From an optimization exercise on the open Yosys and OpenROAD flow, aimed at small area and a short achievable clock period; shortcuts taken in it are not production practice. At most, simulation tests tie the RTL to the original design; equivalence was not proved. For runs 4 to 6, only the layout was checked, not whether the RTL still works. Power is estimated from default activity; no workload was simulated.

**flow/config.mk**
```make
export PLATFORM = sky130hd
export DESIGN_NAME = wlfc_fx
export DESIGN_NICKNAME = wlfc_fx
export VERILOG_FILES = /design/flow/design.v
export SDC_FILE = /design/flow/constraint.sdc
export NUM_CORES = 4
export LEC_CHECK = 0
export ABC_AREA = 1
export CAP_MARGIN = 20
export CORE_MARGIN = 2
export CORE_UTILIZATION = 40
export SETUP_SLACK_MARGIN = 2.0
export SLEW_MARGIN = 20
```
**flow/constraint.sdc**
```tcl
create_clock -name core_clock -period 5.5 [get_ports {clk}]
set_input_delay 1.1000 -clock core_clock [delete_from_list [all_inputs] [get_ports {clk}]]
set_output_delay 1.1000 -clock core_clock [all_outputs]
set_load 0.01 [all_outputs]
```
**flow/design.v**
```verilog
module wlfc_fx (
    input  wire        clk,
    input  wire        rst,         
    input  wire        in_valid,
    input  wire [2:0]  in_op,       
    input  wire [63:0] in_a,
    output reg         out_valid,
    output reg  [63:0] out_data
);
    wire [31:0] w = in_a[31:0];
    wire        op_fl = in_op[2];                         
    wire        op_ff = ~in_op[2] & (in_op[1:0] == 2'd1);
    wire        op_in = ~in_op[2] & (in_op[1:0] == 2'd2);
    wire        op_fr = ~in_op[2] & (in_op[1:0] == 2'd3);
    wire [10:0] ff_e  = in_a[62:52];
    wire [41:0] ff_m  = {1'b1, in_a[51:11]};
    wire        ff_hi = ff_e[10];
    wire        ff_lo = ~ff_e[10] & (&ff_e[9:5]);
    wire [41:0] ff_a  = ff_hi ? ff_m : (ff_lo ? {32'd0, ff_m[41:32]} : 42'd0);
    wire [31:0] fl_x = {1'b0, w[30:0] ^ {31{w[31]}}};
    wire [15:0] v1;  wire [15:0] p1;
    wire [7:0]  v2;  wire [15:0] p2;
    wire [3:0]  v3;  wire [11:0] p3;
    wire [1:0]  v4;  wire [7:0]  p4;
    genvar g;
    generate
        for (g = 0; g < 16; g = g + 1) begin : l1
            assign v1[g] = fl_x[2*g+1] | fl_x[2*g];
            assign p1[g] = fl_x[2*g+1];
        end
        for (g = 0; g < 8; g = g + 1) begin : l2
            assign v2[g] = v1[2*g+1] | v1[2*g];
            assign p2[2*g+1 -: 2] = v1[2*g+1] ? {1'b1, p1[2*g+1]} : {1'b0, p1[2*g]};
        end
        for (g = 0; g < 4; g = g + 1) begin : l3
            assign v3[g] = v2[2*g+1] | v2[2*g];
            assign p3[3*g+2 -: 3] = v2[2*g+1] ? {1'b1, p2[4*g+3 -: 2]} : {1'b0, p2[4*g+1 -: 2]};
        end
        for (g = 0; g < 2; g = g + 1) begin : l4
            assign v4[g] = v3[2*g+1] | v3[2*g];
            assign p4[4*g+3 -: 4] = v3[2*g+1] ? {1'b1, p3[6*g+5 -: 3]} : {1'b0, p3[6*g+2 -: 3]};
        end
    endgenerate
    wire [4:0]  fl_q  = v4[1] ? {1'b1, p4[7:4]} : {1'b0, p4[3:0]};
    wire        fl_xz = ~(v4[1] | v4[0]);
    reg [63:0] sa;
    reg [4:0]  ss;
    always @(*) begin
        if (op_fl) begin
            sa = {w[30:0], 33'd0};
            ss = fl_q;
        end else if (op_ff) begin
            sa = {22'd0, ff_a};
            ss = ~ff_e[4:0];
        end else begin
            sa = {{15{w[31]}}, {8{w[31] & ~op_fr}}, w[31:8] & {24{~op_fr}},
                  w[7] & ~op_in, w[6:0], 9'd0};
            ss = {op_in, op_fr, 3'd0};
        end
    end
    wire [47:0] sh16 = ss[4] ? sa[63:16] : sa[47:0];
    wire [39:0] sh8  = ss[3] ? sh16[47:8] : sh16[39:0];
    wire [35:0] sh4  = ss[2] ? sh8[39:4]  : sh8[35:0];
    wire [33:0] sh2  = ss[1] ? sh4[35:2]  : sh4[33:0];
    wire [32:0] sh   = ss[0] ? sh2[33:1]  : sh2[32:0];
    reg        q_fl;      
    reg        q_ng;      
    reg [4:0]  q_q;
    reg        q_xz;
    reg [32:0] q_sh;
    always @(posedge clk) begin
        if (rst)
            out_valid <= 1'b0;
        else
            out_valid <= in_valid;
        q_fl <= op_fl;
        q_ng <= op_fl ? w[31] : (op_ff & in_a[63]);
        q_q  <= fl_q;
        q_xz <= fl_xz;
        q_sh <= sh[32:0];
    end
    wire [30:0] n_in  = {q_sh[32:9], q_sh[8:2] & {7{q_fl}}};
    wire [30:0] po0 = n_in;
    wire [30:0] po1, po2, po3, po4, po5;
    genvar b;
    generate
        for (b = 0; b < 31; b = b + 1) begin : pfx
            assign po1[b] = (b % 2  >= 1)  ? po0[b] | po0[b - (b % 2)  + 0] : po0[b];
            assign po2[b] = (b % 4  >= 2)  ? po1[b] | po1[b - (b % 4)  + 1] : po1[b];
            assign po3[b] = (b % 8  >= 4)  ? po2[b] | po2[b - (b % 8)  + 3] : po2[b];
            assign po4[b] = (b % 16 >= 8)  ? po3[b] | po3[b - (b % 16) + 7] : po3[b];
            assign po5[b] = (b % 32 >= 16) ? po4[b] | po4[b - (b % 32) + 15] : po4[b];
        end
    endgenerate
    wire [30:0] n_out = n_in ^ ({po5[29:0], 1'b0} & {31{q_ng}});
    wire [8:0]  rnd   = {1'b0, q_sh[8:1]} + {8'd0, q_sh[0]};
    wire [31:0] res   = {n_out[30:7], 8'h00} | {23'd0, rnd};
    wire        fl_p2 = q_ng & ~q_xz & ~|q_sh[32:2];     
    wire        fl_z  = q_xz & ~q_ng;                    
    wire [10:0] fl_e  = fl_z ? 11'd0 : (11'd1015 + {6'd0, q_q} + {10'd0, fl_p2});
    always @(*) begin
        if (q_fl)
            out_data = {q_ng, fl_e, n_out, 21'd0};
        else
            out_data = {32'd0, res};
    end
endmodule
```
**flow/flow/run.sh**
```bash
#!/bin/bash
# The standard layout (the standard.sh, ORFS synth to finish), except
# that the port buffers ORFS inserts on every input and output use the
# smallest buffer cell, sky130_fd_sc_hd__buf_1, instead of its default.
set -euo pipefail
cd "$(dirname "${BASH_SOURCE[0]}")/.."
bash standard.sh finish "BUFFER_PORTS_ARGS=-buffer_cell sky130_fd_sc_hd__buf_1" > standard_finish.log 2>&1
```
**flow/standard.sh**
```bash
#!/bin/bash
# synth_recipe.tcl (not shown) runs the flow's synth.tcl, then flattens the netlist and writes it again
# the make line also repeats each setting of config.mk as NAME=value (left out here)
make -C /OpenROAD-flow-scripts/flow DESIGN_CONFIG=/design/flow/config.mk WORK_HOME=/design/flow/orfs CLKGATE_MAP_FILE= SYNTH_SCRIPT=/design/flow/synth_recipe.tcl "${@:-finish}"
```
==> results of run 1 <==
[metal layers]
metal	global-route usage [%]	up-vias	wire length, µm
met4	11.1	0	1090
met1	37.7	3587	10400
met2	46.5	440	11100
met5	0	-	0
met3	3.60	71	2070
li1	-	4057	-
[critical path: cells and delay by family, from the launching register on]
kind          cells  cell delay [ns]
fa+ha+maj         3             0.66
flops             1             0.38
simple gates      7             0.95
buf+inv           2             0.18
[cell type report]
type                       instances  area share [%]
sequential                        42            11.7
inverter                          77            4.12
clock buffer                       6            1.89
tap                              188            3.20
clock inverter                     2           0.170
timing repair buffer             170            12.1
multi-input combinational        968            66.8
[worst paths after layout]
| check | slack, ns | depth (start not counted) | end |
|---|---|---|---|
| min | 0.96 | 2 | out_valid |
| max | 1.97 | 12 | out_data[56] |
[through the flow]
step	setup slack (ns)	cells
2_1_floorplan	2.20	1142
3_3_place_gp	1.38	1410
3_5_place_dp	1.33	1410
4_1_cts	1.86	1432
5_1_grt	1.84	1453
6_report	1.97	1453
[cells in the final DEF (no fill, tap or decap), types with 5 or more instances in the layout]
| cell type | netlist | final |
|---|---|---|
| buf_2 | 20 | 6 |
| xor2_1 | 21 | 21 |
| clkbuf_2 | 0 | 6 |
| buf_12 | 0 | 5 |
| nand4_1 | 5 | 5 |
| a21oi_1 | 50 | 50 |
| o21ai_0 | 60 | 52 |
| o21ai_1 | 12 | 15 |
| clkbuf_16 | 0 | 6 |
| inv_2 | 6 | 8 |
| nor2_1 | 97 | 89 |
| inv_1 | 69 | 64 |
| dfxtp_1 | 42 | 33 |
| buf_4 | 13 | 28 |
| a22oi_1 | 14 | 14 |
| nor3_1 | 6 | 5 |
| buf_1 | 0 | 121 |
| nand3_1 | 273 | 271 |
| nor2_4 | 5 | 13 |
| nor2_2 | 8 | 9 |
| o21ai_2 | 1 | 8 |
| nand2_1 | 357 | 345 |
| nand2_2 | 7 | 16 |
| dfxtp_2 | 0 | 5 |
[registers in the layout, indices dropped and copies added (netlist names)]
name and count:
q_ng 1, q_xz 1, out_valid 1, q_sh 33
q_q 5, q_fl 1
[logic make-up after synthesis]
group           Yosys count  share of synthesized area [%]
compound gates          157                           14.9
xor+xnor                 26                           3.73
fa+ha+maj                 5                           1.02
buf+inv                 139                           10.9
flops                    42                           13.8
mux                       2                          0.328
simple gates            771                           55.4
[power breakdown]
group	total [mW]	switching, mW	internal, mW	leakage (nW)
registers	0.450	0.0757	0.374	0.355
logic	0.919	0.598	0.321	2.92
clock network	0.284	0.105	0.179	0.0729
[timing repair]
item	4_1_cts	5_1_grt
setup endpoints to repair	63	61
setup buffers	12	15
cloned	2	6
resized for setup	51	63
pin swaps	18	27
==> run summary, run 1 <==
- TritonCTS clock tree: yes
- # DRC: 0
- Post-Syn Nets: between 1000 and 1500
- Final Instance Area: between 7000 and 8000 µm²
- Hold path start: rst
- Fill cell count: 1648
- Layout area overhead: 20.4%
- Setup crit end kind: output port
- F_max: roughly 0.28 GHz
- Multi-input gate area: slightly below 5000 µm²
- Initial antenna violation count: 0
- First-pass GRT wire length: between 30000 and 40000 µm
- Synth Area per Inst: approximately 5.3 µm²
- Port Buffers: roughly 130
- Relative slew slack: between 40% and 50%
- Number of library cell types mapped by synthesis: 43
- Crit Path Category: flop to output port
- CP startpoint kind: flop
- Detailed Route Iter0 Violations: 805
- Hold_ws: 0.961 ns
- Drt first pass iters: 6
- # clock sinks: between 40 and 50
- Pins Over Slew Limit: 0
- Fin Setup TNS: 0 ns
- Chip height: approximately 130 µm
- Status: timing/DRC/antenna clean
- Root buf cell: clkbuf_16
- CTS Hold Bufs: 0
- Vias in the first global route: ~7000
- Routed Antenna Nets: 0
- Nets: around 1300
- CP startpoint: q_sh[9]
- Reg area: about 860 µm²
- DR WL/cell: roughly 17 µm
- EDFF count, synth: 0
- VDD IR-drop max: between 0.1 and 0.15 mV
- Antenna diodes: 0
- Max clock buf depth: 2
- I/O pins: between 100 and 150
- Critical-path top delay cell: dfxtp_1
- Pwr Total: roughly 1.7 mW
- Synth cell count leaders: 357 x nand2_1, 273 x nand3_1, 97 x nor2_1
- Seq/Total Area, Yosys: between 10 and 15%
- Yosys top cell area share: ~22%
- Post-synth ARST share: 0%
- Detailed Route WL: between 20000 and 25000 µm
- Hold Violations, Final: 0
- Power Dens Cells: between 200 and 250 nW/µm²
- Via density: 5.61
- Share of cells above drive strength 1: about an eighth
- Global-route usage over all layers: 28.3%
- Post-synth top area cell: nand3_1
- Cts bufs inserted: 5
- Synth area leaders: nand3_1 22%, nand2_1 22%, dfxtp_1 14%, nor2_1 6.0%, o21ai_0 4.9%
- Cells after synthesis: between 1000 and 1500
- Routed via count: approximately 8200
- Required time of the critical path: 4.40 ns
- Full die area: 16300 µm²
- Fin crit share: between 60 and 70%
- Leakage: roughly 3.3 nW
- Hpwl dp: about 18000 µm
- Max-cap viol count: 0
- Grt total ovfl: 0
- Largest net degree at the start of global routing: 38
- Clock slew at reported path FFs: around 0.060 ns
- # rows: 45
- Slew @ Worst Pin: roughly 0.88 ns
- RSZ-0062 raised after global routing: true
- Largest stage delay on the critical path: 0.38 ns
- Synth Warn #: 1
- Min-Delay Path Class: input port to flop
- Crit path arrival time: 2.43 ns
- FF+latch count, synth: 42
- Critical path fanouts, max: 3
- Finish-stage setup viols: 0
- Fin util: 48.9%
- Initial core utilization: between 40% and 50%
- Placed instance area: 6530 µm²
- DIE WIDTH: roughly 130 µm
- Mapped Area: 6110 µm²
- Synth Flop Type: dfxtp_1
- H-tree depth: 2
- Final min period: 3.53 ns
- Critical path, cell by cell: nor4_1, nand4_1, nor2_1, nand4_1, ha_2, ha_4, inv_2, or2_4, nand2_4, ha_4, nor2_1, buf_2
- Core Box Area: approximately 15000 µm²
- GPL Wtd Cong: 0.961
- Count leader, synth: nand2_1
==> run 2, diff against run 1 <==
--- a/flow/config.mk
+++ b/flow/config.mk
@@ -11,3 +11,2 @@
 export CORE_UTILIZATION = 40
-export SETUP_SLACK_MARGIN = 2.0
 export SLEW_MARGIN = 20
==> run summary, run 2 <==
- Status: timing/DRC/antenna clean
- Min-Delay Path Class: input port to flop
- GPL Wtd Cong: 0.961 (unchanged)
- Pins Over Slew Limit: 0 (unchanged)
- Slew @ Worst Pin: 0.934 ns (+0.0508 ns)
- FF+latch count, synth: 42 (unchanged)
- Most common cell after layout, fill and taps aside: nand2_1
- Top sig layer: met4
- Hold path start: rst
- Detailed Route WL: 22300 µm (-9.4%)
- # clock sinks: 42 (unchanged)
- Seq/Total Area, Yosys: 13.8% (unchanged)
- Post-synth top area cell: nand3_1
- Fin crit share: 72.8% (+8.6 points)
- Vias in the first global route: 6791 (-3.4%)
- Regs by FF count: q_sh: 33 flops, q_q: 5 flops
- Synth area leaders: nand3_1 22%, nand2_1 22%, dfxtp_1 14%, nor2_1 6.0%, o21ai_0 4.9%
- Critical path fanouts, max: 3 (unchanged)
- TritonCTS clock tree: yes
- Routed via count: 7828 (-4.0%)
- Antenna diodes: 0 (unchanged)
- Wire length on met3: 1630 µm (-21%)
- Routed Antenna Nets: 0 (unchanged)
- Port Buffers: 134 (unchanged)
- Finish-stage setup viols: 0 (unchanged)
- Cells after synthesis: 1142 (unchanged)
- Hold Violations, Final: 0 (unchanged)
- Synth cell count leaders: 357 x nand2_1, 273 x nand3_1, 97 x nor2_1
- Global-route usage over all layers: 27.2% (-1.1 points)
- Synth Warn #: 1 (unchanged)
- Critical-path top delay cell: dfxtp_1
- DIE WIDTH: 128 µm (unchanged)
- Clock slew at reported path FFs: 0.05 ns (about the same)
- # rows: 45 (unchanged)
- Largest register FFs: 33 (unchanged)
- H-tree depth: 2 (unchanged)
- F_max: 0.250 GHz (-12%)
- Final min period: 4.01 ns (+0.471 ns)
- M1 WL: 10100 µm (-2.4%)
- Post-synth ARST share: 0% (unchanged)
- Fill cell count: 1709 (+3.7%)
- Full die area: 16300 µm² (unchanged)
- Max clock buf depth: 2 (unchanged)
- Hpwl dp: 18200 µm (unchanged)
- Synth Area per Inst: 5.35 µm² (unchanged)
- Mapped Area: 6110 µm² (unchanged)
- Crit Path Category: flop to output port
- Biggest register: q_sh
- Critical path, cell by cell: inv_1, nand2_1, nor2_1, nand2_1, nor3_1, nand2_1, nor2_1, nand4_1, ha_1, ha_1, inv_1, or2_2, nand2_1, ha_1, nor2_1, buf_1
- Detailed Route Iter0 Violations: 745 (-7.5%)
- Chip height: 128 µm (unchanged)
- Root buf cell: clkbuf_16
- Initial core utilization: 40.6% (unchanged)
- VDD IR-drop max: 0.124 mV (-2.7%)
- DR WL/cell: 15.7 µm (-7.2%)
- Grt total ovfl: 0 (unchanged)
- Drt first pass iters: 6 (unchanged)
- Count leader, synth: nand2_1
- Yosys top cell area share: 22.4% (unchanged)
- Nets: 1304 (-2.6%)
- CTS Hold Bufs: 0 (unchanged)
- Leakage: 3.09 nW (-7.8%)
- # Post-CTS Setup Buffers: 0 (-12)
- CP startpoint: q_sh[18]
- Relative slew slack: 37.5% (-3.6 points)
- RSZ-0062 raised after global routing: false
- First-pass GRT wire length: 35200 µm (-3.6%)
- Largest net degree at the start of global routing: 38 (unchanged)
- EDFF count, synth: 0 (unchanged)
- Max-cap viol count: 0 (unchanged)
- Routed wl met2: 9860 µm (-11%)
- Number of library cell types mapped by synthesis: 43 (unchanged)
- Initial antenna violation count: 0 (unchanged)
- Core Box Area: 15000 µm² (unchanged)
- Most frequent cells in the layout: 357 x nand2_1, 273 x nand3_1, 133 x buf_1
- Crit path arrival time: 2.91 ns (+0.48 ns)
- Largest stage delay on the critical path: 0.29 ns (-0.09 ns)
- # DRC: 0 (unchanged)
- CP startpoint kind: flop
- Layout area overhead: 9.45%
- Critical path's most frequent cell: nand2_1
- CTS-repair resized insts: 0 (-100%)
- Post-Syn Nets: 1217 (unchanged)
- Share of cells above drive strength 1: 4.72% (-7.3 points)
- Synth Flop Type: dfxtp_1
- Hold_ws: 0.959 ns (-0.00167 ns)
- Required time of the critical path: 4.40 ns (about the same)
- Setup crit end kind: output port
- Cts bufs inserted: 5 (unchanged)
- Via density: 5.52 (-1.6%)
- Fin Setup TNS: 0 ns (unchanged)
- Power Dens Cells: 228 nW/µm² (+1.2%)
- I/O pins: 135 (unchanged)
[run 2: cell counts after synthesis]
No cell type changed its count.
[run 2: per-stage QoR]
stage / power (mW) / util, % / instance area (µm²) / std cells / worst slack [ns]
4_1_cts: 1.52 / 44.5 / 6680 / 1418 / 1.48
5_1_grt: 1.65 / 44.5 / 6680 / 1418 / 1.16
3_5_place_dp: 1.23 / 43.4 / 6530 / 1410 / 1.33
2_1_floorplan: 1.01 / - / 6110 / 1142 / 2.20
6_report: 1.52 / 44.5 / 6680 / 1418 / 1.49
3_3_place_gp: 1.23 / 43.4 / 6530 / 1410 / 1.38
[run 2: final cells by class]
cell class	count	area, µm²	area share, %
Multi-Input combinational cell	961	4600	68.8
Sequential cell	42	841	12.6
Timing Repair Buffer	142	564	8.44
Inverter	77	292	4.36
Tap cell	188	235	3.52
Clock buffer	6	139	2.08
Clock inverter	2	12.5	0.187
[run 2: kinds of logic (layout without fill, tap and decap cells)]
kind of cell               count (synthesis)  after routing  synth area share [%]
DFF                                       42             42                  13.8
xor gates and xnor gates                  26             26                  3.73
adders and majority gates                  5              5                  1.02
buffers and inverters                    139            227                  10.9
AOI/OAI and AO/OA                        157            157                  14.9
muxes                                      2              2                 0.328
and+or+nand+nor                          771            771                  55.4
[run 2: critical path: cells and delay by family (launching register included)]
kind                       cells  cell delay [ns]
DFF                            1             0.29
buffers and inverters          3             0.31
adders and majority gates      3             0.70
and+or+nand+nor               10             1.32
[run 2: worst paths after layout]
kind,to,depth (start not counted)
max,out_data[56],16
min,out_valid,2
[run 2: power breakdown]
part	internal (mW)	switching [mW]
Clock	0.179	0.106
Combinational	0.257	0.548
Sequential	0.370	0.0616
[run 2: routing by layer]
layer | vias up | GRT usage (%)
met5 | - | 0
met4 | 0 | 8.99
met3 | 40 | 2.43
met2 | 388 | 44.4
met1 | 3441 | 37.6
li1 | 3959 | -
==> run 3, diff against run 2 <==
--- a/flow/config.mk
+++ b/flow/config.mk
@@ -11,2 +11,3 @@
 export CORE_UTILIZATION = 40
+export SETUP_SLACK_MARGIN = 2.5
 export SLEW_MARGIN = 20
==> run summary, run 3 <==
- Layout area overhead: 38.0%
- Number of library cell types mapped by synthesis: 43 (unchanged)
- Fin Setup TNS: 0 ns (unchanged)
- Power Dens Cells: 218 nW/µm² (-4.2%)
- Worst Hold End: out_valid
- Initial core utilization: 40.6% (unchanged)
- Vias in the first global route: 7543 (+11%)
- Grt total ovfl: 0 (unchanged)
- I/O pins: 135 (unchanged)
- # DRC: 0 (unchanged)
- Crit path arrival time: 2.39 ns (-0.52 ns)
- Post-Syn Nets: 1217 (unchanged)
- EDFF count, synth: 0 (unchanged)
- Critical path fanouts, max: 2 (-1)
- Detailed Route Iter0 Violations: 1136 (+52%)
- Grt met2 use: 47.2% (+2.8 points)
- Biggest register: q_sh
- Busiest grt layer: met2
- Yosys top cell area share: 22.4% (unchanged)
- Status: timing/DRC/antenna clean
- TritonCTS clock tree: yes
- Global-route usage over all layers: 30.0% (+2.8 points)
- Drt first pass iters: 9 (+3)
- Post-synth top area cell: nand3_1
- Root buf cell: clkbuf_16
- Synth Flop Type: dfxtp_1
- Max-cap viol count: 0 (unchanged)
- Min-Delay Path Class: input port to flop
- Placed Instances: 1410 (unchanged)
- Final min period: 3.49 ns (-0.515 ns)
- Crit Path Category: flop to output port
- Required time of the critical path: 4.40 ns (about the same)
- # clock sinks: 42 (unchanged)
- Largest net degree at the start of global routing: 35 (-7.9%)
- First-pass GRT wire length: 39000 µm (+11%)
- CP startpoint kind: flop
- Hold Path Depth: 2 (unchanged)
- Most common cell after layout, fill and taps aside: nand2_1
- Finish-stage setup viols: 0 (unchanged)
- Regs by FF count: q_sh: 33 flops, q_q: 5 flops
- Final std cells w/o fill: 1493 (+5.3%)
- Nets: 1379 (+5.8%)
- Detailed Route WL: 26900 µm (+21%)
- Synth cell count leaders: 357 x nand2_1, 273 x nand3_1, 97 x nor2_1
- FF+latch count, synth: 42 (unchanged)
- Placed instance area: 6590 µm² (+0.88%)
- Port Buffers: 134 (unchanged)
- F_max: 0.287 GHz (+15%)
- CTS Hold Bufs: 0 (unchanged)
- H-tree depth: 2 (unchanged)
- Routed Antenna Nets: 0 (unchanged)
- Hold path start: rst
- Final Instance Area: 8430 µm² (+26%)
- Fin crit share: 63.5% (-9.4 points)
- Routing usage on met3: 5.70% (+3.3 points)
- Count leader, synth: nand2_1
- Seq/Total Area, Yosys: 13.8% (unchanged)
- Post-synth ARST share: 0% (unchanged)
- Synth Area per Inst: 5.35 µm² (unchanged)
- Chip height: 128 µm (unchanged)
- Cells after synthesis: 1142 (unchanged)
- Share of cells above drive strength 1: 22.8% (+18 points)
- Setup crit end kind: output port
- # rows: 45 (unchanged)
- Largest register FFs: 33 (unchanged)
- Mapped Area: 6110 µm² (unchanged)
- DR WL/cell: 18.0 µm (+15%)
- Hold Violations, Final: 0 (unchanged)
- Routed via count: 8856 (+13%)
- Leakage: 3.84 nW (+24%)
- RSZ-0062 raised after global routing: true
- Via density: 5.93 (+7.4%)
- GPL Wtd Cong: 1.03 (+7.1%)
- Fin util: 56.1% (+12 points)
- Synth Warn #: 1 (unchanged)
- Met1 usage: 38.7% (+1.0 points)
- Cts bufs inserted: 5 (unchanged)
- Full die area: 16300 µm² (unchanged)
- Max clock buf depth: 2 (unchanged)
- Core Box Area: 15000 µm² (unchanged)
- Slew @ Worst Pin: 0.958 ns (+0.0240 ns)
- Pins Over Slew Limit: 0 (unchanged)
- Antenna diodes: 0 (unchanged)
- Most frequent cells in the layout: 337 x nand2_1, 254 x nand3_1, 90 x buf_1
- Clock slew at reported path FFs: 0.06 ns (about the same)
- Hpwl dp: 17900 µm (-1.5%)
- Synth area leaders: nand3_1 22%, nand2_1 22%, dfxtp_1 14%, nor2_1 6.0%, o21ai_0 4.9%
- Relative slew slack: 36.1% (-1.4 points)
- Initial antenna violation count: 0 (unchanged)
- DIE WIDTH: 128 µm (unchanged)
- VDD IR-drop max: 0.133 mV (+7.6%)
run 3: changes by cell type in the layout (fill, tap and decap cells not counted), moves of 15 or more:
cell	before	now
buf_1	133	90
buf_6	0	18
nand3_1	273	254
nand3_2	1	18
buf_4	8	36
buf_2	0	26
o21ai_2	1	17
nand2_1	357	337
nor2_4	5	20
nor2_1	97	76
run 3: kinds of logic (layout without fill, tap and decap cells):
| kind of cell | count (synthesis) | after routing | synth area share (%) |
|---|---|---|---|
| adder cells (fa/ha/maj) | 5 | 5 | 1.02 |
| XOR/XNOR | 26 | 26 | 3.73 |
| multiplexers | 2 | 2 | 0.328 |
| buffers and inverters | 139 | 285 | 10.9 |
| AND/OR/NAND/NOR | 771 | 776 | 55.4 |
| AO/OA/AOI/OAI | 157 | 169 | 14.9 |
| flip-flops | 42 | 42 | 13.8 |
run 3: per-layer routing:
| layer | up-vias | wire length (µm) |
|---|---|---|
| met5 | - | 0 |
| met4 | 0 | 1650 |
| met3 | 148 | 2950 |
| met2 | 648 | 11900 |
| met1 | 3896 | 10400 |
| li1 | 4164 | - |
run 3: what timing repair did:
action | in CTS | in global routing
setup endpoints to repair | 88 | 87
cloned | 12 | 9
pin swaps | 34 | 33
setup buffers | 34 | 20
gates resized for setup | 129 | 153
run 3: how the worst max path moves through the flow:
stage / from / end / slack [ns]
6_report: q_sh[18] / out_data[56] / 2.01
5_1_grt: q_sh[18] / out_data[62] / 1.88
4_1_cts: q_sh[19] / out_data[56] / 1.99
3_5_place_dp: in_a[31] / q_sh[12] / 1.17
3_3_place_gp: in_a[31] / q_sh[12] / 1.24
2_1_floorplan: q_sh[19] / out_data[56] / 2.34
run 3: area by class of cell:
cell class                 count  area (µm²)
clock buffer                   5         125
timing repair buffer         199        1350
timing repair inverter         1        8.76
inverter                      77         335
tap                          188         235
clock inverter                 3        23.8
multi-input combinational    978        5480
sequential                    42         877
fill                        1517        6610
run 3: critical path, cell delays in order (launching register included):
cell	delay, ns
dfxtp_2	0.31
inv_2	0.07
nand2_4	0.06
nor2_4	0.13
nand2_4	0.07
nor3_4	0.14
nand2_2	0.09
nor2_4	0.10
nand4_1	0.11
ha_2	0.22
ha_4	0.15
inv_2	0.05
or2_4	0.12
nand2_4	0.05
ha_4	0.27
nor2_4	0.03
buf_6	0.11
run 3: where the power goes:
group	switching [mW]	internal (mW)	leakage [nW]
logic	0.670	0.406	3.41
clock network	0.123	0.169	0.0664
registers	0.0925	0.376	0.357
total	0.886	0.951	3.84
run 3: through the flow:
stage                     worst slack, ns  total power, mW  hold WS, ns
final                                2.01             1.84        0.953
after global routing                 1.88             1.96        0.967
after CTS                            1.99             1.67        0.954
after detailed placement             1.17             1.24         1.26
after global placement               1.24             1.24         1.25
after floorplan                      2.34             1.01         1.13
==> run 4, diff against run 3 <==
--- a/flow/design.v
+++ b/flow/design.v
@@ -99,3 +99,5 @@
     wire        fl_z  = q_xz & ~q_ng;                    
-    wire [10:0] fl_e  = fl_z ? 11'd0 : (11'd1015 + {6'd0, q_q} + {10'd0, fl_p2});
+    wire [10:0] fl_e0 = 11'd1015 + {6'd0, q_q};
+    wire [10:0] fl_e1 = 11'd1016 + {6'd0, q_q};
+    wire [10:0] fl_e  = fl_z ? 11'd0 : (fl_p2 ? fl_e1 : fl_e0);
     always @(*) begin
--- a/flow/config.mk
+++ b/flow/config.mk
@@ -11,3 +11,2 @@
 export CORE_UTILIZATION = 40
-export SETUP_SLACK_MARGIN = 2.5
 export SLEW_MARGIN = 20
==> run summary, run 4 <==
- TritonCTS clock tree: yes
- Routed via count: 7949 (-10%)
- Global-route usage over all layers: 26.6% (-3.4 points)
- Chip height: 129 µm (+0.94%)
- Crit path arrival time: 2.86 ns (+0.47 ns)
- # clock sinks: 42 (unchanged)
- Drt first pass iters: 7 (-2)
- Met1 usage: 36.5% (-2.2 points)
- CP startpoint kind: flop
- Crit Path Category: flop to output port
- CTS-repair resized insts: 0 (-100%)
- Largest net degree at the start of global routing: 46 (+31%)
- Layout area overhead: 9.57%
- Grt met2 use: 42.2% (-5.0 points)
- Count leader, synth: nand2_1
- Via density: 5.55 (-6.5%)
- FF+latch count, synth: 42 (unchanged)
- Placed Instances: 1425 (+1.1%)
- I/O pins: 135 (unchanged)
- Required time of the critical path: 4.40 ns (about the same)
- Routing usage on met3: 4.16% (-1.5 points)
- Initial core utilization: 40.9% (+0.33 points)
- Max-cap viol count: 0 (unchanged)
- Biggest register: q_sh
- RSZ-0062 raised after global routing: false
- CTS Hold Bufs: 0 (unchanged)
- Initial antenna violation count: 0 (unchanged)
- Full die area: 16600 µm² (+1.9%)
- Max clock buf depth: 2 (unchanged)
- Cts bufs inserted: 5 (unchanged)
- Nets: 1320 (-4.3%)
- Port Buffers: 134 (unchanged)
- EDFF count, synth: 0 (unchanged)
- Critical path fanouts, max: 9 (+7)
- H-tree depth: 2 (unchanged)
- Final min period: 3.96 ns (+0.471 ns)
- Mapped Area: 6220 µm² (+1.9%)
- Hpwl dp: 18300 µm (+2.2%)
- Synth Warn #: 1 (unchanged)
- # rows: 45 (unchanged)
- Core Box Area: 15200 µm² (+1.1%)
- Regs by FF count: q_sh: 33 flops, q_q: 5 flops
- Hold_ws: 0.956 ns (+0.00278 ns)
- Most frequent cells in the layout: 352 x nand2_1, 265 x nand3_1, 133 x buf_1
- Clock slew at reported path FFs: 0.06 ns (about the same)
- F_max: 0.252 GHz (-12%)
- Pre-CTS WS: 1.31 ns (+0.138 ns)
- Synth Flop Type: dfxtp_1
- Synth Area per Inst: 5.38 µm² (+0.54%)
- Setup ws final: 1.54 ns (-0.471 ns)
- DR WL/cell: 15.5 µm (-14%)
- Status: timing/DRC/antenna clean
- Pwr Total: 1.55 mW (-16%)
- Yosys top cell area share: 21.3% (-1.1 points)
- GPL Wtd Cong: 1.02 (-0.84%)
- Vias in the first global route: 7025 (-6.9%)
- Number of library cell types mapped by synthesis: 44 (+2.3%)
- Pins Over Slew Limit: 0 (unchanged)
- Finish-stage setup viols: 0 (unchanged)
- Hold Violations, Final: 0 (unchanged)
- Fin Setup TNS: 0 ns (unchanged)
- Most common cell after layout, fill and taps aside: nand2_1
- Post-synth ARST share: 0% (unchanged)
- Post-Syn Nets: 1234 (+1.4%)
- Synth cell count leaders: 353 x nand2_1, 265 x nand3_1, 95 x nor2_1
- Leakage: 3.15 nW (-18%)
- DIE WIDTH: 129 µm (+0.94%)
- Min-Delay Path Class: input port to flop
- Relative slew slack: 28.1% (-8.0 points)
- Detailed Route WL: 22200 µm (-18%)
- Setup crit end kind: output port
- VDD IR-drop max: 0.107 mV (-19%)
- Detailed Route Iter0 Violations: 855 (-25%)
- Antenna diodes: 0 (unchanged)
- # DRC: 0 (unchanged)
- Fill cell count: 1778 (+17%)
- First-pass GRT wire length: 35400 µm (-9.1%)
- Slew @ Worst Pin: 1.08 ns (+0.118 ns)
- Synth area leaders: nand3_1 21%, nand2_1 21%, dfxtp_1 14%, nor2_1 5.7%, o21ai_0 5.3%
- Power Dens Cells: 227 nW/µm² (+4.0%)
- Final std cells w/o fill: 1433 (-4.0%)
- Largest register FFs: 33 (unchanged)
- Grt total ovfl: 0 (unchanged)
- Seq/Total Area, Yosys: 13.5% (-0.26 points)
- Share of cells above drive strength 1: 4.98% (-18 points)
- Busiest grt layer: met2
- Fin crit share: 72.0% (+8.6 points)
- Cells after synthesis: 1158 (+1.4%)
- Post-synth top area cell: nand3_1
- # Post-CTS Setup Buffers: 0 (-100%)
- Routed Antenna Nets: 0 (unchanged)
- Root buf cell: clkbuf_16
## run 4: changes by cell type after synthesis, sizes merged, moves of 2 or more
cell / change
nor2: -8
nand2: -5
nor4: +2
nor3: +4
a211oi: +2
a31oi: +3
xnor2: +2
inv: +8
xor2: +4
o21ai: +3
or2: -2
## run 4: layout make-up
cell class / count / area (µm²) / area share [%]
Clock buffer: 6 / 139 / 2.04
Clock inverter: 2 / 12.5 / 0.183
Inverter: 84 / 318 / 4.66
Multi-Input combinational cell: 968 / 4700 / 69.0
Sequential cell: 42 / 841 / 12.3
Tap cell: 188 / 235 / 3.45
Timing Repair Buffer: 143 / 572 / 8.38
## run 4: report_power, final
part / switching [mW] / internal, mW / total, mW / leakage (nW)
sequential: 0.0700 / 0.369 / 0.439 / 0.352
clock: 0.119 / 0.180 / 0.298 / 0.0729
combinational: 0.545 / 0.264 / 0.809 / 2.73
total: 0.734 / 0.812 / 1.55 / 3.15
## run 4: final timing paths
| check | startpoint | end | slack (ns) | cells past startpoint |
|---|---|---|---|---|
| min | rst | out_valid | 0.96 | 2 |
| max | q_sh[2] | out_data[23] | 1.54 | 11 |
## run 4: kinds of logic after synthesis
kind of cell | count (synthesis) | share of synthesized area [%]
AND/OR/NAND/NOR | 764 | 54.2
AO/OA/AOI/OAI | 163 | 15.1
buffers and inverters | 148 | 11.0
flip-flops | 42 | 13.5
XOR/XNOR | 32 | 4.50
adder cells (fa/ha/maj) | 6 | 1.21
multiplexers | 3 | 0.482
## run 4: per-layer routing
metal / share of wire, % / wire length (µm)
met1: 45 / 10100
met2: 44 / 9710
met3: 7.6 / 1700
met4: 3.3 / 730
met5: 0 / 0
## run 4: critical path, cell delays in order (launching register included)
cell and delay [ns]:
dfxtp_1 0.40, nor3_2 0.25, nand2_1 0.07, nand2_1 0.15, nand4_2 0.22, nor2_1 0.49
inv_1 0.19, o21ai_2 0.20, o21ai_0 0.13, xnor2_1 0.17, o21ai_1 0.13, buf_1 0.17
## run 4: per-stage QoR
stage,cell area (µm²),util (%)
after floorplan,6220,-
final,6820,44.9
after detailed placement,6670,43.9
after CTS,6820,44.8
after global placement,6670,43.9
after global routing,6820,44.9
==> run 5, diff against run 4 <==
--- a/flow/design.v
+++ b/flow/design.v
@@ -55,3 +55,3 @@
         end else begin
-            sa = {{15{w[31]}}, {8{w[31] & ~op_fr}}, w[31:8] & {24{~op_fr}},
+            sa = {w[30:16], {8{w[31] & ~op_fr}}, w[31:8] & {24{~op_fr}},
                   w[7] & ~op_in, w[6:0], 9'd0};
@@ -60,24 +60,27 @@
     end
-    wire [47:0] sh16 = ss[4] ? sa[63:16] : sa[47:0];
+    wire [47:0] sh16 = ss[4] ? sa[63:16]  : sa[47:0];
     wire [39:0] sh8  = ss[3] ? sh16[47:8] : sh16[39:0];
     wire [35:0] sh4  = ss[2] ? sh8[39:4]  : sh8[35:0];
-    wire [33:0] sh2  = ss[1] ? sh4[35:2]  : sh4[33:0];
-    wire [32:0] sh   = ss[0] ? sh2[33:1]  : sh2[32:0];
-    reg        q_fl;      
-    reg        q_ng;      
-    reg [4:0]  q_q;
-    reg        q_xz;
-    reg [32:0] q_sh;
+    reg        r1_v;
+    reg        r1_fl;     
+    reg        r1_ng;     
+    reg [4:0]  r1_q;
+    reg        r1_xz;
+    reg [1:0]  r1_s;
+    reg [35:0] r1_d;
     always @(posedge clk) begin
         if (rst)
-            out_valid <= 1'b0;
+            r1_v <= 1'b0;
         else
-            out_valid <= in_valid;
-        q_fl <= op_fl;
-        q_ng <= op_fl ? w[31] : (op_ff & in_a[63]);
-        q_q  <= fl_q;
-        q_xz <= fl_xz;
-        q_sh <= sh[32:0];
+            r1_v <= in_valid;
+        r1_fl <= op_fl;
+        r1_ng <= op_fl ? w[31] : (op_ff & in_a[63]);
+        r1_q  <= fl_q;
+        r1_xz <= fl_xz;
+        r1_s  <= ss[1:0];
+        r1_d  <= sh4;
     end
-    wire [30:0] n_in  = {q_sh[32:9], q_sh[8:2] & {7{q_fl}}};
+    wire [33:0] sh2 = r1_s[1] ? r1_d[35:2] : r1_d[33:0];
+    wire [32:0] sh  = r1_s[0] ? sh2[33:1]  : sh2[32:0];
+    wire [30:0] n_in = {sh[32:9], sh[8:2] & {7{r1_fl}}};
     wire [30:0] po0 = n_in;
@@ -94,15 +97,28 @@
     endgenerate
-    wire [30:0] n_out = n_in ^ ({po5[29:0], 1'b0} & {31{q_ng}});
-    wire [8:0]  rnd   = {1'b0, q_sh[8:1]} + {8'd0, q_sh[0]};
-    wire [31:0] res   = {n_out[30:7], 8'h00} | {23'd0, rnd};
-    wire        fl_p2 = q_ng & ~q_xz & ~|q_sh[32:2];     
-    wire        fl_z  = q_xz & ~q_ng;                    
-    wire [10:0] fl_e0 = 11'd1015 + {6'd0, q_q};
-    wire [10:0] fl_e1 = 11'd1016 + {6'd0, q_q};
+    wire [30:0] n_out = n_in ^ ({po5[29:0], 1'b0} & {31{r1_ng}});
+    wire [8:0]  rnd   = {1'b0, sh[8:1]} + {8'd0, sh[0]};
+    wire        fl_p2 = r1_ng & ~r1_xz & ~|sh[32:2];     
+    wire        fl_z  = r1_xz & ~r1_ng;                  
+    wire [10:0] fl_e0 = 11'd1015 + {6'd0, r1_q};
+    wire [10:0] fl_e1 = 11'd1016 + {6'd0, r1_q};
     wire [10:0] fl_e  = fl_z ? 11'd0 : (fl_p2 ? fl_e1 : fl_e0);
+    reg        r2_fl;
+    reg        r2_ng;
+    reg [30:0] r2_n;      
+    reg [10:0] r2_x;      
+    always @(posedge clk) begin
+        if (rst)
+            out_valid <= 1'b0;
+        else
+            out_valid <= r1_v;
+        r2_fl <= r1_fl;
+        r2_ng <= r1_ng;
+        r2_n  <= n_out;
+        r2_x  <= r1_fl ? fl_e : {2'd0, rnd};
+    end
     always @(*) begin
-        if (q_fl)
-            out_data = {q_ng, fl_e, n_out, 21'd0};
+        if (r2_fl)
+            out_data = {r2_ng, r2_x, r2_n, 21'd0};
         else
-            out_data = {32'd0, res};
+            out_data = {32'd0, r2_n[30:7], 8'h00} | {55'd0, r2_x[8:0]};
     end
--- a/flow/config.mk
+++ b/flow/config.mk
@@ -7,3 +7,2 @@
 export LEC_CHECK = 0
-export ABC_AREA = 1
 export CAP_MARGIN = 20
==> run summary, run 5 <==
- Hpwl dp: 16500 µm (-9.8%)
- F_max: 0.238 GHz (-5.8%)
- Detailed Route Iter0 Violations: 506 (-41%)
- Crit path arrival time: 4.47 ns (+1.61 ns)
- Seq/Total Area, Yosys: 25.4% (+12 points)
- Worst skew pair latency: 0.34 ns
- Pins Over Slew Limit: 0 (unchanged)
- Full die area: 19200 µm² (+16%)
- Count leader, synth: dfxtp_1
- Pwr Total: 2.39 mW (+55%)
- Finish-stage setup viols: 0 (unchanged)
- Adder-Cell Fraction of Synth Area: 1.04% (-0.17 points)
- # DRC: 0 (unchanged)
- TritonCTS clock tree: yes
- # Post-CTS Setup Buffers: 0 (unchanged)
- # clock sinks: 92 (+120%)
- DR WL/cell: 18.6 µm (+20%)
- Fill cell count: 1766 (-0.67%)
- Root buf cell: clkbuf_16
- Routed via count: 6605 (-17%)
- Number of library cell types mapped by synthesis: 68 (+55%)
- Status: timing/DRC/antenna clean
- Final std cells w/o fill: 1156 (-19%)
- Regs by FF count: r1_d: 36 flops, r2_n: 31 flops, r2_x: 11 flops
- Post-Syn Nets: 906 (-27%)
- Core Box Area: 17900 µm² (+18%)
- Largest net degree at the start of global routing: 65 (+41%)
- Max-cap viol count: 0 (unchanged)
- DIE WIDTH: 139 µm (+7.7%)
- Post-synth ARST share: 0% (unchanged)
- Grt total ovfl: 0 (unchanged)
- Power Dens Cells: 293 nW/µm² (+29%)
- Synth Area in Simple Gates: 19.7% (-34 points)
- Slew @ Worst Pin: 1.02 ns (-0.0544 ns)
- Mux contribution to synthesized area: 25.5% (+25 points)
- Pre-CTS WS: 1.00 ns (-0.303 ns)
- Synth Area per Inst: 8.74 µm² (+63%)
- VDD IR-drop max: 0.198 mV (+84%)
- Synth cell count leaders: 92 x dfxtp_1, 69 x nand2_1, 59 x mux2i_1
- Yosys top cell area share: 25.4% (+4.1 points)
- Routed Antenna Nets: 0 (unchanged)
- Synth area leaders: dfxtp_1 25%, mux4_2 9.6%, mux2i_1 8.1%, mux2_2 7.1%, xnor2_1 3.7%
- Synth Area in Compound Gates: 18.4% (+3.3 points)
- First-pass GRT wire length: 33700 µm (-4.8%)
- Multi-input gate area: 5020 µm² (+6.8%)
- Setup crit end kind: flop
- Initial antenna violation count: 0 (unchanged)
- Max clock buf depth: 2 (unchanged)
- EDFF count, synth: 0 (unchanged)
- H-tree depth: 3 (+1)
- Mapped Area: 7250 µm² (+17%)
- Synth Flop Type: dfxtp_1
- Fin Setup TNS: 0 ns (unchanged)
- Critical path fanouts, max: 25 (+16)
- Via density: 5.71 (+3.0%)
- Synth Area in XOR/XNOR: 4.59% (+0.087 points)
- Most frequent cells in the layout: 133 x buf_1, 90 x dfxtp_1, 69 x nand2_1
- Required time of the critical path: 5.76 ns (+1.36 ns)
- # rows: 49 (+8.9%)
- Setup ws final: 1.30 ns (-0.243 ns)
- Crit Path Category: input port to flop
- CP startpoint kind: input port
- Clk_skew: around 0.0082 ns
- Biggest register: r1_d
- Hold Violations, Final: 0 (unchanged)
- Clock slew at reported path FFs: 0.06 ns (about the same)
- FF+latch count, synth: 92 (+120%)
- Vias in the first global route: 6023 (-14%)
- Share of cells above drive strength 1: 13.6% (+8.6 points)
- Cells after synthesis: 830 (-28%)
- CTS-repair resized insts: 0 (unchanged)
- I/O pins: 135 (unchanged)
- Post-synth top area cell: dfxtp_1
- Detailed Route WL: 21500 µm (-3.1%)
- Antenna diodes: 0 (unchanged)
- Fin crit share: 76.5% (+4.4 points)
- Initial core utilization: 40.5% (-0.44 points)
- Placed Instances: 1141 (-20%)
- Synth Warn #: 1 (unchanged)
- Reg area: 1840 µm² (+120%)
- Global-route usage over all layers: 21.9% (-4.8 points)
- RSZ-0062 raised after global routing: false
- Most common cell after layout, fill and taps aside: buf_1
- Nets: 999 (-24%)
- Min-Delay Path Class: flop to flop
- Final min period: 4.20 ns (+0.243 ns)
- Relative slew slack: 30.1% (+2.0 points)
- Layout area overhead: 12.6%
- Largest register FFs: 36 (+9.1%)
- Drt first pass iters: 5 (-2)
- Chip height: 139 µm (+7.7%)
- Port Buffers: 134 (unchanged)
- Cts bufs inserted: 9 (+4)
- CTS Hold Bufs: 0 (unchanged)
- GPL Wtd Cong: 0.982 (-3.8%)
- Main combinational cell family by area after synthesis: multiplexers
- Leakage: 3.05 nW (-3.1%)
[run 5: cell count changes in the layout (fill, tap and decap cells not counted), moves of 46 or more]
| cell | previous run | this run |
|---|---|---|
| nand3_1 | 265 | 11 |
| mux2i_1 | 3 | 59 |
| mux2_2 | 0 | 46 |
| nor2_1 | 95 | 46 |
| dfxtp_1 | 42 | 90 |
| inv_1 | 80 | 22 |
| nand2_1 | 352 | 69 |
[run 5: layer usage]
metal  routed length (µm)  vias up  track usage [%]
met5                    0        -                0
met1                 9740     3018             30.2
met2                 9440      316             34.7
li1                     -     3224                -
met3                 1740       47             3.59
met4                  601        0             7.92
[run 5: layout make-up]
class	count	share of cell area (%)
multi-input combinational	649	61.5
clock buffer	12	3.14
sequential	92	22.6
clock inverter	3	0.567
inverter	22	1.01
timing repair buffer	149	7.71
tap	229	3.51
[run 5: metrics by stage]
step	area [µm²]	utilization [%]	hold slack (ns)
after floorplan	7250	-	0.329
after global routing	8170	45.6	0.474
after detailed placement	7860	43.9	0.427
after global placement	7860	43.9	0.420
final	8170	45.6	0.436
after CTS	8170	45.6	0.442
[run 5: power breakdown]
| part | internal (mW) | switching [mW] |
|---|---|---|
| Clock | 0.375 | 0.245 |
| Combinational | 0.403 | 0.445 |
| Sequential | 0.810 | 0.114 |
| Total | 1.59 | 0.804 |
[run 5: path summary, 6_finish.rpt]
kind	from	to	slack, ns	cells past startpoint
hold / removal	r1_v	out_valid	0.44	1
setup reg to reg	r1_s[0]	r2_x[4]	2.06	8
setup / recovery	in_a[31]	r1_d[19]	1.30	8
hold reg to reg	r1_v	out_valid	0.44	1
[run 5: critical path: stages]
cell and delay [ns]:
buf_1 0.39, or4_1 0.64, o22a_2 0.26, nor4_4 0.53, a221o_2 0.65, buf_4 0.34, mux2_2 0.38, mux2i_1 0.16
[run 5: logic make-up (layout without fill, tap and decap cells)]
kind of cell | count (synthesis) | in the layout
compound gates | 197 | 197
xor+xnor | 38 | 38
fa+ha+maj | 6 | 6
buf+inv | 89 | 186
flops | 92 | 92
mux | 138 | 138
simple gates | 270 | 270
==> run 6, diff against run 5 <==
--- a/flow/config.mk
+++ b/flow/config.mk
@@ -7,2 +7,3 @@
 export LEC_CHECK = 0
+export ABC_AREA = 1
 export CAP_MARGIN = 20
==> run summary, run 6 <==
- Synth area leaders: nand2_1 31%, dfxtp_1 23%, nand3_1 11%, inv_1 6.2%, o21ai_0 3.9%
- Status: timing/DRC/antenna clean
- Synth cell count leaders: 678 x nand2_1, 184 x nand3_1, 135 x inv_1
- CTS-repair resized insts: 0 (unchanged)
- Initial antenna violation count: 0 (unchanged)
- DIE WIDTH: 147 µm (+6.0%)
- Final min period: 3.79 ns (-0.415 ns)
- Global-route usage over all layers: 23.8% (+2.0 points)
- Largest register FFs: 36 (unchanged)
- DR WL/cell: 14.2 µm (-24%)
- Port Buffers: 134 (unchanged)
- Regs by FF count: r1_d: 36 flops, r2_n: 31 flops, r2_x: 11 flops
- Relative slew slack: 36.7% (+6.6 points)
- Max clock buf depth: 2 (unchanged)
- Count leader, synth: nand2_1
- Hold_ws: 0.404 ns (-0.0316 ns)
- Clk_skew: 0.0115 ns (+0.00329 ns)
- TritonCTS clock tree: yes
- Via density: 5.00 (-12%)
- F_max: 0.264 GHz (+11%)
- Critical path fanouts, max: 43 (+72%)
- Routed via count: 9173 (+39%)
- Detailed Route WL: 26100 µm (+21%)
- Synth Flop Type: dfxtp_1
- # DRC: 0 (unchanged)
- Full die area: 21600 µm² (+12%)
- Largest net degree at the start of global routing: 68 (+4.6%)
- Required time of the critical path: 5.72 ns (-0.04 ns)
- First-pass GRT wire length: 41400 µm (+23%)
- VDD IR-drop max: 0.154 mV (-22%)
- Min-Delay Path Class: flop to flop
- FF+latch count, synth: 92 (unchanged)
- Antenna diodes: 0 (unchanged)
- Post-Syn Nets: 1555 (+72%)
- Share of cells above drive strength 1: 5.37% (-8.2 points)
- Grt total ovfl: 0 (unchanged)
- Setup crit end kind: flop
- # clock sinks: 92 (unchanged)
- GPL Wtd Cong: 0.972 (-1.1%)
- Finish-stage setup viols: 0 (unchanged)
- Yosys top cell area share: 31.1% (+5.7 points)
- Crit path arrival time: 4.01 ns (-0.46 ns)
- Hold Violations, Final: 0 (unchanged)
- Mapped Area: 8180 µm² (+13%)
- Detailed Route Iter0 Violations: 789 (+56%)
- Clock slew at reported path FFs: 0.07 ns (about the same)
- Fin Setup TNS: 0 ns (unchanged)
- Crit Path Category: input port to flop
- Pins Over Slew Limit: 0 (unchanged)
- Worst skew pair latency: 0.34 ns (about the same)
- Post-synth top area cell: nand2_1
- Chip height: 147 µm (+6.0%)
- Nets: 1635 (+64%)
- Number of library cell types mapped by synthesis: 47 (-31%)
- # rows: 52 (+6.1%)
- RSZ-0062 raised after global routing: false
- Synth Area per Inst: 5.53 µm² (-37%)
- Power Dens Cells: 258 nW/µm² (-12%)
- CTS Hold Bufs: 0 (unchanged)
- Hpwl dp: 20600 µm (+25%)
- Seq/Total Area, Yosys: 22.5% (-2.9 points)
- Routed Antenna Nets: 0 (unchanged)
- Cells after synthesis: 1479 (+78%)
- Hold path start: r1_v
- Pre-CTS WS: 1.47 ns (+0.469 ns)
- Fill cell count: 2320 (+31%)
- Layout area overhead: 8.84%
- CP startpoint: in_op[0]
- Initial core utilization: 40.6% (+0.043 points)
- Drt first pass iters: 5 (unchanged)
- EDFF count, synth: 0 (unchanged)
- Most common cell after layout, fill and taps aside: nand2_1
- Post-synth ARST share: 0% (unchanged)
- CP startpoint kind: input port
- Core Box Area: 20200 µm² (+13%)
- Max-cap viol count: 0 (unchanged)
- Slew @ Worst Pin: 0.948 ns (-0.0742 ns)
- Fin crit share: 68.9% (-7.5 points)
- Worst r2r src: r1_s[0]
- Fin util: 44.1% (-1.5 points)
- Setup ws final: 1.71 ns (+0.415 ns)
- Root buf cell: clkbuf_16
- Cts bufs inserted: 9 (unchanged)
- Vias in the first global route: 8043 (+34%)
- Synth Warn #: 1 (unchanged)
- # Post-CTS Setup Buffers: 0 (unchanged)
- I/O pins: 135 (unchanged)
- Leakage: 4.75 nW (+55%)
- Most frequent cells in the layout: 678 x nand2_1, 184 x nand3_1, 135 x inv_1
- H-tree depth: 3 (unchanged)
- Biggest register: r1_d
-- run 6: cell families (layout without fill, tap and decap cells) --
kind of cell             count (synthesis)  after routing  share of synthesized area (%)
AO/OA/AOI/OAI                          126            126                           9.18
XOR/XNOR                                19             19                           2.03
adder cells (fa/ha/maj)                  6              6                          0.918
buffers and inverters                  221            306                           12.4
flip-flops                              92             92                           22.5
multiplexers                             9              9                           1.22
AND/OR/NAND/NOR                       1006           1006                           51.8
-- run 6: layer usage --
layer | track usage, % | part of all wire, % | vias up | wire length (µm)
li1 | - | - | 4801 | -
met1 | 30.7 | 45 | 4002 | 11700
met3 | 2.52 | 5.2 | 52 | 1350
met5 | 0 | 0 | - | 0
met2 | 41.4 | 47 | 318 | 12200
met4 | 8.56 | 3.1 | 0 | 805
-- run 6: worst max-delay path: stages --
cell	delay (ns)
buf_1	0.53
nand2_2	0.26
o21ai_2	0.66
nor2_1	0.11
inv_2	0.54
nand2_4	0.32
nand2_1	0.14
nand2_1	0.07
nand2_1	0.06
nand2_1	0.07
nand2_1	0.07
nand2_1	0.05
-- run 6: power breakdown --
group          internal, mW  switching [mW]
Sequential            0.788          0.0671
Clock                 0.308           0.249
Combinational         0.286           0.603
-- run 6: worst paths after layout --
path               end  slack [ns]  depth (start not counted)
max            r1_d[8]        1.71                         12
min          out_valid        0.40                          2
max reg2reg   r2_n[23]        2.84                         12
min reg2reg  out_valid        0.40                          2
-- run 6: metrics by stage --
stage          total power, mW  instance area (µm²)  cells
2_1_floorplan             1.52                 8180   1479
3_3_place_gp              1.75                 8630   1818
3_5_place_dp              1.76                 8630   1818
4_1_cts                   2.31                 8900   1834
5_1_grt                   2.47                 8900   1834
6_report                  2.30                 8900   1834
-- run 6: final cells by class --
class / count / area (µm²) / share of cell area [%]
repair buffers: 143 / 572 / 6.42
flip-flops and latches: 92 / 1840 / 20.7
well taps: 270 / 338 / 3.79
clock inverters: 5 / 38.8 / 0.436
clock buffers: 11 / 233 / 2.61
inverters: 147 / 552 / 6.20
multi-input cells: 1166 / 5330 / 59.8
==> run 7, diff against run 6 <==
--- a/flow/design.v
+++ b/flow/design.v
@@ -62,3 +62,2 @@
     wire [39:0] sh8  = ss[3] ? sh16[47:8] : sh16[39:0];
-    wire [35:0] sh4  = ss[2] ? sh8[39:4]  : sh8[35:0];
     reg        r1_v;
@@ -68,4 +67,4 @@
     reg        r1_xz;
-    reg [1:0]  r1_s;
-    reg [35:0] r1_d;
+    reg [2:0]  r1_s;
+    reg [39:0] r1_d;
     always @(posedge clk) begin
@@ -79,6 +78,7 @@
         r1_xz <= fl_xz;
-        r1_s  <= ss[1:0];
-        r1_d  <= sh4;
+        r1_s  <= ss[2:0];
+        r1_d  <= sh8;
     end
-    wire [33:0] sh2 = r1_s[1] ? r1_d[35:2] : r1_d[33:0];
+    wire [35:0] sh4 = r1_s[2] ? r1_d[39:4] : r1_d[35:0];
+    wire [33:0] sh2 = r1_s[1] ? sh4[35:2]  : sh4[33:0];
     wire [32:0] sh  = r1_s[0] ? sh2[33:1]  : sh2[32:0];
--- a/flow/config.mk
+++ b/flow/config.mk
@@ -11,2 +11,3 @@
 export CORE_UTILIZATION = 40
+export SETUP_SLACK_MARGIN = 2.5
 export SLEW_MARGIN = 20
==> run summary, run 7 <==
- Power Dens Cells: 275 nW/µm² (+6.5%)
- RSZ-0062 raised after global routing: true
- Share of cells above drive strength 1: 8.88% (+3.5 points)
- Full die area: 20700 µm² (-4.0%)
- Final min period: 2.89 ns (-0.901 ns)
- Yosys top cell area share: 25.7% (-5.4 points)
- Nets: 1523 (-6.9%)
- VDD IR-drop max: 0.177 mV (+15%)
- Core Box Area: 19300 µm² (-4.1%)
- Fin crit share: 52.5% (-16 points)
- Detailed Route Iter0 Violations: 589 (-25%)
- I/O pins: 135 (unchanged)
- Synth cell count leaders: 537 x nand2_1, 133 x inv_1, 127 x nand3_1
- Pins Over Slew Limit: 0 (unchanged)
- Required time of the critical path: 5.78 ns (+0.06 ns)
- CTS Hold Bufs: 0 (unchanged)
- Cts bufs inserted: 9 (unchanged)
- Post-synth top area cell: nand2_1
- DIE WIDTH: 144 µm (-2.0%)
- Antenna diodes: 0 (unchanged)
- Leakage: 4.42 nW (-6.8%)
- Global-route usage over all layers: 24.1% (+0.29 points)
- Synth Warn #: 1 (unchanged)
- Cells after synthesis: 1344 (-9.1%)
- Worst skew pair latency: 0.36 ns (+0.02 ns)
- GPL Wtd Cong: 0.992 (+2.1%)
- Hold Violations, Final: 0 (unchanged)
- Pwr Total: 2.45 mW (+6.4%)
- Min-Delay Path Class: flop to flop
- Layout area overhead: 13.4%
- Hold_ws: 0.404 ns (-0.000264 ns)
- Initial antenna violation count: 0 (unchanged)
- Largest register FFs: 40 (+11%)
- TritonCTS clock tree: yes
- CP startpoint kind: input port
- Synth Area per Inst: 5.83 µm² (+5.5%)
- # DRC: 0 (unchanged)
- Relative slew slack: 59.0% (+22 points)
- Grt total ovfl: 0 (unchanged)
- RR Endpoint: r2_x[6]
- Most frequent cells in the layout: 536 x nand2_1, 132 x buf_1, 131 x inv_1
- Count leader, synth: nand2_1
- Drt first pass iters: 5 (unchanged)
- Hold Path Depth: 2 (unchanged)
- Most common cell after layout, fill and taps aside: nand2_1
- R2R Setup Slk: 2.82 ns (-0.02 ns)
- Status: timing/DRC/antenna clean
- Setup crit end kind: flop
- Regs by FF count: r1_d: 40 flops, r2_n: 31 flops, r2_x: 11 flops
- # rows: 51 (-1.9%)
- Initial core utilization: 40.6% (about the same)
- Root buf cell: clkbuf_16
- Max-cap viol count: 0 (unchanged)
- Fill cell count: 2165 (-6.7%)
- Routed via count: 8701 (-5.1%)
- Slew @ Worst Pin: 0.615 ns (-0.333 ns)
- Fin Setup TNS: 0 ns (unchanged)
- Clk_skew: 0.0110 ns (-0.000495 ns)
- Critical path endpoint: r1_d[5]
- EDFF count, synth: 0 (unchanged)
- Via density: 5.07 (+1.3%)
- CP startpoint: in_op[0]
- Max clock buf depth: 2 (unchanged)
- DR WL/cell: 14.9 µm (+4.6%)
- Finish-stage setup viols: 0 (unchanged)
- Worst r2r path cells: 14 (+2)
- H-tree depth: 3 (unchanged)
- First-pass GRT wire length: 38900 µm (-6.0%)
- Synth area leaders: nand2_1 26%, dfxtp_1 25%, nand3_1 8.1%, inv_1 6.4%, o21ai_0 6.1%
- Hpwl dp: 20000 µm (-2.9%)
- Detailed Route WL: 25500 µm (-2.1%)
- Number of library cell types mapped by synthesis: 49 (+4.3%)
- Synth Flop Type: dfxtp_1
- F_max: 0.346 GHz (+31%)
- Crit Path Category: input port to flop
- Mapped Area: 7840 µm² (-4.1%)
- FF+latch count, synth: 97 (+5.4%)
- # clock sinks: 97 (+5.4%)
- Clock slew at reported path FFs: 0.07 ns (about the same)
- Post-Syn Nets: 1420 (-8.7%)
- Routed Antenna Nets: 0 (unchanged)
- Largest net degree at the start of global routing: 68 (unchanged)
- Worst r2r src: r1_s[1]
- Chip height: 144 µm (-2.0%)
- Setup ws final: 2.61 ns (+0.901 ns)
- Biggest register: r1_d
- Post-synth ARST share: 0% (unchanged)
- Seq/Total Area, Yosys: 24.8% (+2.2 points)
- Pre-CTS WS: 1.30 ns (-0.173 ns)
- Critical path fanouts, max: 26 (-40%)
- Vias in the first global route: 7446 (-7.4%)
- Port Buffers: 134 (unchanged)
- Crit path arrival time: 3.17 ns (-0.84 ns)
-- run 7: worst min path at each step --
stage | start | to | slack (ns)
3_5_place_dp | r1_v | out_valid | 0.40
3_3_place_gp | r1_v | out_valid | 0.39
5_1_grt | r1_v | out_valid | 0.42
2_1_floorplan | r1_fl | r2_fl | 0.33
6_report | r1_v | out_valid | 0.40
4_1_cts | r1_v | out_valid | 0.41
-- run 7: kinds of logic after synthesis --
logic type,Yosys count,share of synthesized area (%)
simple gates,799,43.7
buf+inv,216,12.5
compound gates,197,14.3
flops,97,24.8
xor+xnor,21,2.63
mux,8,1.15
fa+ha+maj,6,0.957
-- run 7: critical path, stage by stage --
cell	delay [ns]
buf_1	0.06
buf_4	0.22
inv_2	0.15
nor2_2	0.22
inv_4	0.14
nor2_8	0.21
nand2_8	0.14
clkinv_8	0.14
nand2_1	0.06
o21ai_0	0.13
nand3_1	0.10
o21ai_0	0.16
inv_1	0.12
o21ai_1	0.18
-- run 7: cell type report --
cell class	instances	area (µm²)	share of cell area, %
repair buffers	155	673	7.57
clock inverters	7	86.3	0.971
flip-flops and latches	97	1950	21.9
well taps	265	332	3.73
repair inverters	1	5.00	0.0563
inverters	149	626	7.04
clock buffers	9	225	2.53
multi-input cells	1034	5000	56.2
-- run 7: per-layer routing --
layer  GRT usage [%]  vias to the layer above  part of all wire [%]
met4            9.03                        0                   3.6
met1            31.8                     3841                    45
met3            3.34                       50                   6.0
met5               0                        -                     0
li1                -                     4476                     -
met2            40.1                      334                    46
-- run 7: metrics by stage --
step                utilization, %  instance area (µm²)  std cells
floorplan                        -                 7840       1344
global placement              43.1                 8340       1686
detailed placement            43.1                 8340       1686
CTS                           45.0                 8700       1702
global route                  46.0                 8890       1717
finish                        46.0                 8890       1717
-- run 7: repair_timing --
action	CTS	global route
pin swaps	0	3
gates resized for setup	15	20
setup buffers	0	11
endpoints found under the setup margin	49	68
cloned	0	4
-- run 7: power by group --
| part | switching [mW] | total (mW) | internal, mW |
|---|---|---|---|
| Sequential | 0.0752 | 0.894 | 0.819 |
| Clock | 0.291 | 0.653 | 0.362 |
| Combinational | 0.604 | 0.901 | 0.297 |
| Total | 0.971 | 2.45 | 1.48 |
==> run 8, diff against run 7 <==
--- a/flow/config.mk
+++ b/flow/config.mk
@@ -7,3 +7,2 @@
 export LEC_CHECK = 0
-export ABC_AREA = 1
 export CAP_MARGIN = 20
==> run summary, run 8 <==
- Status: timing/DRC/antenna clean
- F_max: 0.337 GHz (-2.6%)
- Finish-stage setup viols: 0 (unchanged)
- Hold_ws: 0.438 ns (+0.0339 ns)
- Power Dens Cells: 268 nW/µm² (-2.5%)
- Initial antenna violation count: 0 (unchanged)
- H-tree depth: 3 (unchanged)
- First-pass GRT wire length: 38300 µm (-1.6%)
- Detailed Route WL: 25400 µm (-0.57%)
- Multi-input gate area: 5770 µm² (+15%)
- I/O pins: 135 (unchanged)
- Synth Warn #: 1 (unchanged)
- Setup crit end kind: flop
- # DRC: 0 (unchanged)
- Critical path fanouts, max: 34 (+31%)
- Cts bufs inserted: 9 (unchanged)
- Max clock buf depth: 2 (unchanged)
- Fill cell count: 1882 (-13%)
- Required time of the critical path: 5.70 ns (-0.08 ns)
- Drt first pass iters: 5 (unchanged)
- Main combinational cell family by area after synthesis: multiplexers
- Adder-Cell Fraction of Synth Area: 0.961% (+0.0034 points)
- Synth Area per Inst: 8.48 µm² (+45%)
- DIE WIDTH: 144 µm (-0.17%)
- Cells after synthesis: 921 (-31%)
- Number of library cell types mapped by synthesis: 74 (+51%)
- Crit Path Category: input port to flop
- FF+latch count, synth: 97 (unchanged)
- Nets: 1119 (-27%)
- Routed via count: 7697 (-12%)
- Fin crit share: 53.9% (+1.4 points)
- Vias in the first global route: 6826 (-8.3%)
- Crit path arrival time: 3.17 ns (about the same)
- Antenna diodes: 0 (unchanged)
- Post-Syn Nets: 997 (-30%)
- # rows: 51 (unchanged)
- # clock sinks: 97 (unchanged)
- Most common cell after layout, fill and taps aside: buf_1
- GPL Wtd Cong: 0.971 (-2.1%)
- Post-synth ARST share: 0% (unchanged)
- Mapped Area: 7810 µm² (-0.35%)
- Pins Over Slew Limit: 0 (unchanged)
- Max-cap viol count: 0 (unchanged)
- Clk_skew: 0.00839 ns (-0.00260 ns)
- Post-synth top area cell: dfxtp_1
- Port Buffers: 134 (unchanged)
- VDD IR-drop max: 0.148 mV (-16%)
- Full die area: 20700 µm² (-0.34%)
- Final min period: 2.97 ns (+0.0779 ns)
- Min-Delay Path Class: flop to flop
- CTS Hold Bufs: 0 (unchanged)
- Detailed Route Iter0 Violations: 783 (+33%)
- Grt total ovfl: 0 (unchanged)
- Largest net degree at the start of global routing: 65 (-4.4%)
- Most frequent cells in the layout: 128 x buf_1, 93 x dfxtp_1, 81 x nor2_1
- DR WL/cell: 19.3 µm (+30%)
- Fin Setup TNS: 0 ns (unchanged)
- Share of cells above drive strength 1: 18.3% (+9.4 points)
- Via density: 5.86 (+16%)
- Synth Area in Compound Gates: 20.3% (+6.0 points)
- Core Box Area: 19300 µm² (unchanged)
- Slew @ Worst Pin: 0.759 ns (+0.144 ns)
- Routed Antenna Nets: 0 (unchanged)
- Mux contribution to synthesized area: 23.8% (+23 points)
- Leakage: 3.48 nW (-21%)
- Regs by FF count: r1_d: 40 flops, r2_n: 31 flops, r2_x: 11 flops
- RSZ-0062 raised after global routing: true
- Count leader, synth: dfxtp_1
- Synth Flop Type: dfxtp_1
- Seq/Total Area, Yosys: 24.9% (+0.087 points)
- Synth cell count leaders: 97 x dfxtp_1, 84 x nor2_1, 63 x mux2i_1, 63 x nand2_1, 59 x a21oi_1
- Biggest register: r1_d
- Largest register FFs: 40 (unchanged)
- Synth Area in XOR/XNOR: 3.70% (+1.1 points)
- Synth Area in Simple Gates: 21.3% (-22 points)
- Initial core utilization: 40.4% (-0.14 points)
- EDFF count, synth: 0 (unchanged)
- Global-route usage over all layers: 23.9% (-0.22 points)
- Root buf cell: clkbuf_16
- TritonCTS clock tree: yes
- Hold Violations, Final: 0 (unchanged)
- Layout area overhead: 19.7%
- Chip height: 144 µm (-0.17%)
- Hpwl dp: 18500 µm (-7.7%)
- Yosys top cell area share: 24.9% (-0.85 points)
- Synth area leaders: dfxtp_1 25%, mux4_2 12%, mux2i_1 8.1%, mux2_2 4.0%, nor2_1 4.0%
- Clock slew at reported path FFs: 0.07 ns (about the same)
- Worst skew pair latency: 0.34 ns (-0.02 ns)
- Relative slew slack: 49.1% (-9.9 points)
- CP startpoint kind: input port
- Reg area: 1960 µm² (+0.51%)
## run 8: changes by cell type after synthesis, sizes merged, moves of 27 or more
cell / previous run / this run
nand2: 568 / 64
inv: 146 / 23
nand3: 130 / 14
o21ai: 130 / 46
mux2i: 0 / 63
nor2b: 0 / 48
and2: 0 / 40
mux4: 0 / 40
a21oi: 26 / 59
buf: 47 / 20
clkbuf: 20 / 47
## run 8: kinds of logic (layout without fill, tap and decap cells)
logic type	after synthesis	after routing
and+or+nand+nor	322	323
muxes	132	132
adders and majority gates	6	6
DFF	97	97
buffers and inverters	92	217
AOI/OAI and AO/OA	239	240
xor gates and xnor gates	33	33
## run 8: repair_timing
item                                    CTS  global route
endpoints found under the hold margin     0             0
resized for setup                        37            37
cloned                                    1             1
pin swaps                                 4             6
buffers inserted                         13            13
endpoints found under the setup margin   79            61
## run 8: area by class of cell
cell class	count	area share (%)
multi-input cells	734	61.6
inverters	25	1.08
clock buffers	12	2.74
flip-flops and latches	97	20.9
well taps	265	3.54
clock inverters	4	0.361
repair buffers	176	9.71
## run 8: path summary, 6_finish.rpt
path                  from         to  slack (ns)  depth (start not counted)
hold / removal        r1_v  out_valid        0.44                          1
hold reg to reg       r1_v  out_valid        0.44                          1
setup reg to reg   r1_s[2]   r2_x[10]        2.58                          9
setup / recovery  in_a[31]   r1_d[36]        2.53                          9
## run 8: power by group
group | internal [mW] | switching, mW
logic | 0.444 | 0.532
clock network | 0.336 | 0.279
registers | 0.816 | 0.105
total | 1.60 | 0.916
## run 8: critical path: stages
cell and delay (ns):
buf_1 0.10, buf_12 0.17, or4_1 0.54, o22ai_2 0.15, and2_4 0.20, a31oi_4 0.18, buf_4 0.21, a31oi_1 0.36
o22ai_1 0.16
## run 8: through the flow
stage               power [mW]  worst slack, ns  instances  utilization (%)  cell area, µm²
floorplan                 1.56             2.52        921                -            7820
global placement          1.81             1.66       1269             43.9            8500
detailed placement        1.82             1.63       1269             43.9            8500
CTS                       2.47             2.51       1299             46.9            9080
global route              2.65             2.48       1313             48.4            9350
finish                    2.51             2.53       1313             48.4            9350
## run 8: routing by layer
layer | global-route usage (%) | routed length, µm | vias up
met2 | 37.4 | 11300 | 452
met4 | 11.2 | 1050 | 0
met5 | 0 | 0 | -
met1 | 32.5 | 11100 | 3524
met3 | 3.43 | 1910 | 76
li1 | - | - | 3645

Setup slack of run 8, layout unchanged: 2.534 ns with ideal ports, 2.558 ns with driving cells assumed (clock clkbuf_16, inputs buf_2), 2.172 ns with port delays also shifted by the 0.386 ns mid clock arrival.
